This is an optimization exercise on Yosys and OpenROAD, whose aim is small area and a short achievable clock period, not a production implementation. At most, simulation tests tie the RTL to the original design; equivalence was not proved. Power figures rest on the tool's default switching activity, not on a simulated workload.

Setup of rev 12:
==> flow/design.v (excerpt) <==
module pwm_sched (
    input  wire        clk,
    input  wire        rst,         
    input  wire        tick,        
    input  wire        fault,       
    input  wire        cmd_valid,
    input  wire [31:0] cmd,
    output reg         rsp_valid,
    output reg         rsp_err,
    output wire [31:0] rsp_data,
    output wire [17:0] pwm_out
);
    localparam integer NCH   = 18;
    localparam integer DSPLIT = 6;              
    localparam [19:0]  NUM   = 20'd1000000;     
    localparam [15:0]  HELD  = 16'hFFFF;
    reg        initialized, running, disable_req, lock, fault_flag;
    reg [15:0] period_ticks;
    reg [15:0] counter;
    reg [15:0] compare;
    reg [4:0]  cursor;
    reg [31:0] period_count;
    reg [17:0] out;
    reg [31:0] rsp_q;                           
    reg        pend;                            
    reg [4:0]  pch;                             
    reg        ipend;                           
    reg        rdp;                             
    reg [15-DSPLIT:0] dv_q;                     
    reg [17:0] dv_d3;                           
    reg [16*NCH-1:0] sh;                        
    reg [5*NCH-1:0]  sr;                        
    reg [16*NCH-1:0] ap;                        
    reg [5*NCH-1:0]  ar;                        
    reg              aclr;                      
    reg              cstale;                    
    assign pwm_out = out;
    integer i, k;
    function [31:0] inc_r;                      
        input [31:0] a;
        reg c; integer j;
        begin
            c = 1'b1;
            for (j = 0; j < 32; j = j + 1) begin
  ...
export LEC_CHECK = 0
export CAP_MARGIN = 20
export CORE_MARGIN = 2
export CORE_UTILIZATION = 35
export CTS_BUF_LIST = sky130_fd_sc_hd__clkbuf_8
export CTS_CLUSTER_DIAMETER = 60
export CTS_CLUSTER_SIZE = 12
export PLACE_DENSITY = 0.5
export SLEW_MARGIN = 20
create_clock -name core_clock -period 100.0 [get_ports {clk}]
standard.sh (not shown) runs the stock make flow with config.mk's settings and CLKGATE_MAP_FILE= SYNTH_SCRIPT=/design/flow/synth_recipe.tcl, a recipe that flattens the netlist after the stock synthesis.
==> flow/flow/run.sh <==
#!/bin/bash
# Own layout flow: the standard layout (standard.sh) with the synthesis
# step of flow/synth.tcl (ABC script below, adders left to ABC), and the
# port buffers made of buf_4 cells. Each tool's output is in orfs/logs;
# make's own output goes to flow_make.log in the work folder.
set -euo pipefail
W=$(cd "$(dirname "$0")/.." && pwd)
D=7000
printf 'strash\ndch\nmap -D %s\nstrash\ndch\nmap -D %s\ntopo\nstime -c\nbuffer -c\nupsize -c -D %s\ndnsize -c -D %s\nstime -c\n' $D $D $D $D > "$W/abc.script"
export MY_ABC_SCRIPT="$W/abc.script"
export MY_ABC_D=$D
bash "$W/standard.sh" SYNTH_SCRIPT="$W/flow/synth.tcl" ADDER_MAP_FILE= \
  BUFFER_PORTS_ARGS="-buffer_cell sky130_fd_sc_hd__buf_4" finish > "$W/flow_make.log" 2>&1
==> flow/flow/synth.tcl <==
proc synth {args} { yosys synth -nofsm -noshare {*}$args }
proc abc {args} {
  set rest {}
  set i 0
  while {$i < [llength $args]} {
    set a [lindex $args $i]
    if {$a eq "-script" || $a eq "-D"} { incr i 2; continue }
    lappend rest $a
    incr i
  }
  yosys abc -script $::env(MY_ABC_SCRIPT) -D $::env(MY_ABC_D) {*}$rest
}
source $::env(SCRIPTS_DIR)/synth.tcl
# left out here: clear keep_hierarchy, flatten, clean up, hide names made inside functions, write 1_2_yosys.v
The inputs of rev 13 differ from those of rev 12 as listed below.
-- flow/design.v --
<<< rev 12, line 37
    assign pwm_out = out;
    integer i, k;
    function [31:0] inc_r;                      
        input [31:0] a;
        reg c; integer j;
        begin
            c = 1'b1;
            for (j = 0; j < 32; j = j + 1) begin
                inc_r[j] = a[j] ^ c;
                c = c & a[j];
            end
        end
    endfunction
    function [15:0] dec_r;                      
        input [15:0] a;
        reg b; integer j;
        begin
            b = 1'b1;
            for (j = 0; j < 16; j = j + 1) begin
                dec_r[j] = a[j] ^ b;
                b = b & ~a[j];
            end
        end
    endfunction
    function [15:0] sub5_r;                     
        input [15:0] a;
        reg b; integer j;
        begin
            b = 1'b0;
            for (j = 0; j < 16; j = j + 1) begin
                sub5_r[j] = a[j] ^ ((j == 0 || j == 2) ? 1'b1 : 1'b0) ^ b;
                b = (j == 0 || j == 2) ? (~a[j] | b) : (~a[j] & b);
            end
        end
    endfunction
    function lt_r;                              
        input [15:0] a;
        input [15:0] b;
        input tie;
        reg l; integer j;
        begin
            l = tie;
            for (j = 0; j < 16; j = j + 1)      
                l = (~a[j] & b[j]) | (~(a[j] ^ b[j]) & l);
            lt_r = l;
        end
    endfunction
    function [4:0] pop18;                       
        input [17:0] v;
>>> rev 13, line 37
    assign pwm_out = out;
    integer i, k;
    function [4:0] pop18;                       
        input [17:0] v;
<<< rev 12, line 174
            if (pch == k[4:0]) ro = sr[5*k +: 5];
        for (k = 0; k < NCH; k = k + 1) begin
            lt[k] = lt_r(pv, sh[16*k +: 16], pch < k[4:0]);
            lo[k] = (pch != k[4:0]) && !lt[k];
        end
>>> rev 13, line 129
            if (pch == k[4:0]) ro = sr[5*k +: 5];
        for (k = 0; k < NCH; k = k + 1) begin
            lt[k] = (pv < sh[16*k +: 16]) || (pv == sh[16*k +: 16] && pch < k[4:0]);
            lo[k] = (pch != k[4:0]) && !lt[k];
        end
<<< rev 12, line 195
        end
    end
    wire [15:0] counter_inc = inc_r({16'd0, counter});
    wire        wrap     = (counter_inc == period_ticks);   
    wire        run1     = running & ~fault;
>>> rev 13, line 150
        end
    end
    wire [15:0] counter_inc = counter + 16'd1;
    wire        wrap     = (counter_inc == period_ticks);   
    wire        run1     = running & ~fault;
<<< rev 12, line 260
                if (wrap) begin
                    n_out          = {NCH{1'b1}};
                    n_period_count = inc_r(period_count);
                    n_cursor       = 5'd0;
                end
>>> rev 13, line 215
                if (wrap) begin
                    n_out          = {NCH{1'b1}};
                    n_period_count = period_count + 32'd1;
                    n_cursor       = 5'd0;
                end
<<< rev 12, line 278
    wire [15:0] w   = cmd[15:0];
    wire [7:0]  rn  = cmd[23:16];
    wire [15:0] wv  = (w == HELD) ? HELD : (w[15:3] != 13'd0 || w[2:0] > 3'd5) ? sub5_r(w) : 16'd0;
    wire c_nop   = cmd_valid && op == 4'h0;
    wire c_init  = cmd_valid && op == 4'h1;
>>> rev 13, line 233
    wire [15:0] w   = cmd[15:0];
    wire [7:0]  rn  = cmd[23:16];
    wire [15:0] wv  = (w == HELD) ? HELD : (w > 16'd5) ? (w - 16'd5) : 16'd0;
    wire c_nop   = cmd_valid && op == 4'h0;
    wire c_init  = cmd_valid && op == 4'h1;
<<< rev 12, line 382
                period_count <= 32'd0;
            end else if (en_ok && !n_running) begin
                counter <= dec_r(p_eff);
                compare <= n_compare;
                cursor  <= 5'd18;
>>> rev 13, line 337
                period_count <= 32'd0;
            end else if (en_ok && !n_running) begin
                counter <= p_eff - 16'd1;
                compare <= n_compare;
                cursor  <= 5'd18;
==> run summary <==
Rev 13: no failed stages, no open violations at the end
Global routing usage on met2 for rev 13 is higher than for rev 12.
Taking rev 12 as the reference, in rev 13 total leakage power higher; fraction of the cycle the final worst path needs higher.
The register area on rev 12 is in line with that on rev 13.
Rev 13 against rev 12: iteration count of the initial detailed-routing pass increased by 4 relative to the old numbers; cell area now sits higher.
After detailed routing, rev 12 needs less wire than rev 13.


Setup of run R:
Another version of the RTL of pwm_sched (not shown whole).
For scale: roughly 930 flip-flops, roughly 89 I/O pins.
clock: 100.0 ns
lec_check: 0
cap_margin: 20
core_margin: 2
core_utilization: 35
cts_buf_list: sky130_fd_sc_hd__clkbuf_8
cts_cluster_diameter: 60
cts_cluster_size: 12
place_density: 0.5
slew_margin: 20
Scripts as last shown in full above: flow/flow/run.sh, flow/flow/synth.tcl
The following lists how run D was set up differently from run R:
diff --git a/flow/design.v b/flow/design.v
--- a/flow/design.v
+++ b/flow/design.v
@@ -7,15 +7,15 @@
     input  wire [31:0] cmd,
     output reg         rsp_valid,
     output reg         rsp_err,
     output wire [31:0] rsp_data,
     output wire [17:0] pwm_out
 );
     localparam integer NCH   = 18;
-    localparam integer DSPLIT = 6;              
+    localparam integer DSPLIT = 5;              
     localparam [19:0]  NUM   = 20'd1000000;     
     localparam [15:0]  HELD  = 16'hFFFF;
     reg        initialized, running, disable_req, lock, fault_flag;
     reg [15:0] period_ticks;
     reg [15:0] counter;
     reg [15:0] compare;
     reg [4:0]  cursor;
@@ -63,46 +63,57 @@
             else if (g2) div_step = {2'd2, t2[15:0]};
             else if (g1) div_step = {2'd1, t1[15:0]};
             else         div_step = {2'd0, x[15:0]};
             if (20 - s < 16)
                 div_step[15:0] = div_step[15:0] & ((16'd1 << (20 - s)) - 16'd1);
         end
     endfunction
-    function [31:0] div_head;                   
+    function [16:0] div_step2;                  
+        input [15:0] r;                         
+        input integer s;                        
         input [15:0] d;
-        input [17:0] d3;
-        reg [15:0] r; reg [15:0] q; reg [17:0] st; integer s;
+        integer w;
+        reg [16:0] x, msk, t;
+        reg g;
         begin
-            r = {12'd0, NUM[19:16]}; q = 16'd0;
-            for (s = 14; s >= DSPLIT; s = s - 2) begin
-                st = div_step(r, s, d, d3);
-                q[s+1 -: 2] = st[17:16];
-                r = st[15:0];
-            end
-            div_head = {r, q};
+            w   = (21 - s < 17) ? 21 - s : 17;
+            msk = (17'd1 << w) - 17'd1;
+            x   = {r, NUM[s]} & msk;
+            g   = ({1'b0, d} <= msk) && (x >= ({1'b0, d} & msk));
+            t   = x - {1'b0, d};
+            div_step2 = g ? {1'b1, t[15:0]} : {1'b0, x[15:0]};
+            if (20 - s < 16)
+                div_step2[15:0] = div_step2[15:0] & ((16'd1 << (20 - s)) - 16'd1);
         end
     endfunction
-    function [15:0] div_tail;                   
+    function [31:0] div_run;                    
         input [15:0] rin;
+        input integer hi;
+        input integer lo;
         input [15:0] d;
         input [17:0] d3;
-        reg [15:0] r; reg [15:0] q; reg [17:0] st; integer s;
+        reg [15:0] r; reg [15:0] q; reg [17:0] st; reg [16:0] st2; integer s;
         begin
             r = rin; q = 16'd0;
-            for (s = DSPLIT - 2; s >= 0; s = s - 2) begin
+            for (s = hi - 1; s >= lo; s = s - 2) begin
                 st = div_step(r, s, d, d3);
                 q[s+1 -: 2] = st[17:16];
                 r = st[15:0];
             end
-            div_tail = q;
+            if ((hi - lo) % 2 == 0) begin
+                st2 = div_step2(r, lo, d);
+                q[lo] = st2[16];
+                r = st2[15:0];
+            end
+            div_run = {r, q};
         end
     endfunction
     wire [17:0] hz3   = {2'b0, cmd[15:0]} + {1'b0, cmd[15:0], 1'b0};
-    wire [31:0] dh    = div_head(cmd[15:0], hz3);
-    wire [15:0] dt    = div_tail(rsp_q[31:16], rsp_q[15:0], dv_d3);
+    wire [31:0] dh    = div_run({12'd0, NUM[19:16]}, 15, DSPLIT, cmd[15:0], hz3);
+    wire [31:0] dt    = div_run(rsp_q[31:16], DSPLIT - 1, 0, rsp_q[15:0], dv_d3);
     wire [15:0] p_new = {dv_q, dt[DSPLIT-1:0]};
     wire [15:0] p_eff = ipend ? p_new : period_ticks;    
     assign rsp_data = ipend ? {16'd0, p_new} : rdp ? rd_data : rsp_q;
     wire [15:0] pv = rsp_q[15:0];
     reg  [4:0]  ro;                             
     reg  [NCH-1:0] lt;                          
     reg  [5*NCH-1:0] sr_eff;
==> run summary <==
Run D | stages: all done | timing, DRC, antenna: all pass
Delta (run D minus run R): proportion of power drawn by the clock network closely matched the old numbers; maximum number of pins on one net before global-route repair decreased by 7 relative to the old numbers; clock latency on the worst-skew pair decreased by 20 ps relative to the old numbers.
Against run R, clock buffer instance count of the final layout in run D rose slightly.
Lower proportion of synthesized chip area in sequential cells was reported by run D, not run R.
For final sequential cell count, run D and run R come out practically identical.
Run D against run R: synthesized area higher; starting density of the core has remained practically unchanged; multi-input combinational cell count +156.
Run D against run R; top achievable clock speed is down by a few percent.
Function was not checked in any run of this note: the RTL went through the layout flow alone.

[separate check: timing with driven ports]
No port has a modelled driver above. Below, the same layouts with a new extraction and two added sets of constraints. Step 1 (the two cells are an assumption about what drives the block):
set clk [get_ports {clk}]
set_driving_cell -lib_cell sky130_fd_sc_hd__clkbuf_16 $clk
set_driving_cell -lib_cell sky130_fd_sc_hd__buf_2 [delete_from_list [all_inputs] $clk]
Step 2 adds t to the input delays and takes it off the output delays; t is the mean of the earliest and latest rising clock arrival at the registers after step 1. Input paths then give back, and output paths get back, about the clock's delay inside the block. a / b / c = no drivers / after step 1 / after step 2; a / b = the first two.
run | t (ns) | setup slack, ns | pins driven straight from the clock port
rev 12 | 1.041 | 68.533 / 68.442 / 69.038 | 1
rev 13 | 1.058 | 68.053 / 67.958 / 68.774 | 1
run R | 1.069 | 68.733 / 68.641 / 69.449 | 1
run D | 1.043 | 67.663 / 67.569 / 67.766 | 1
After both steps every run listed still meets setup and hold.
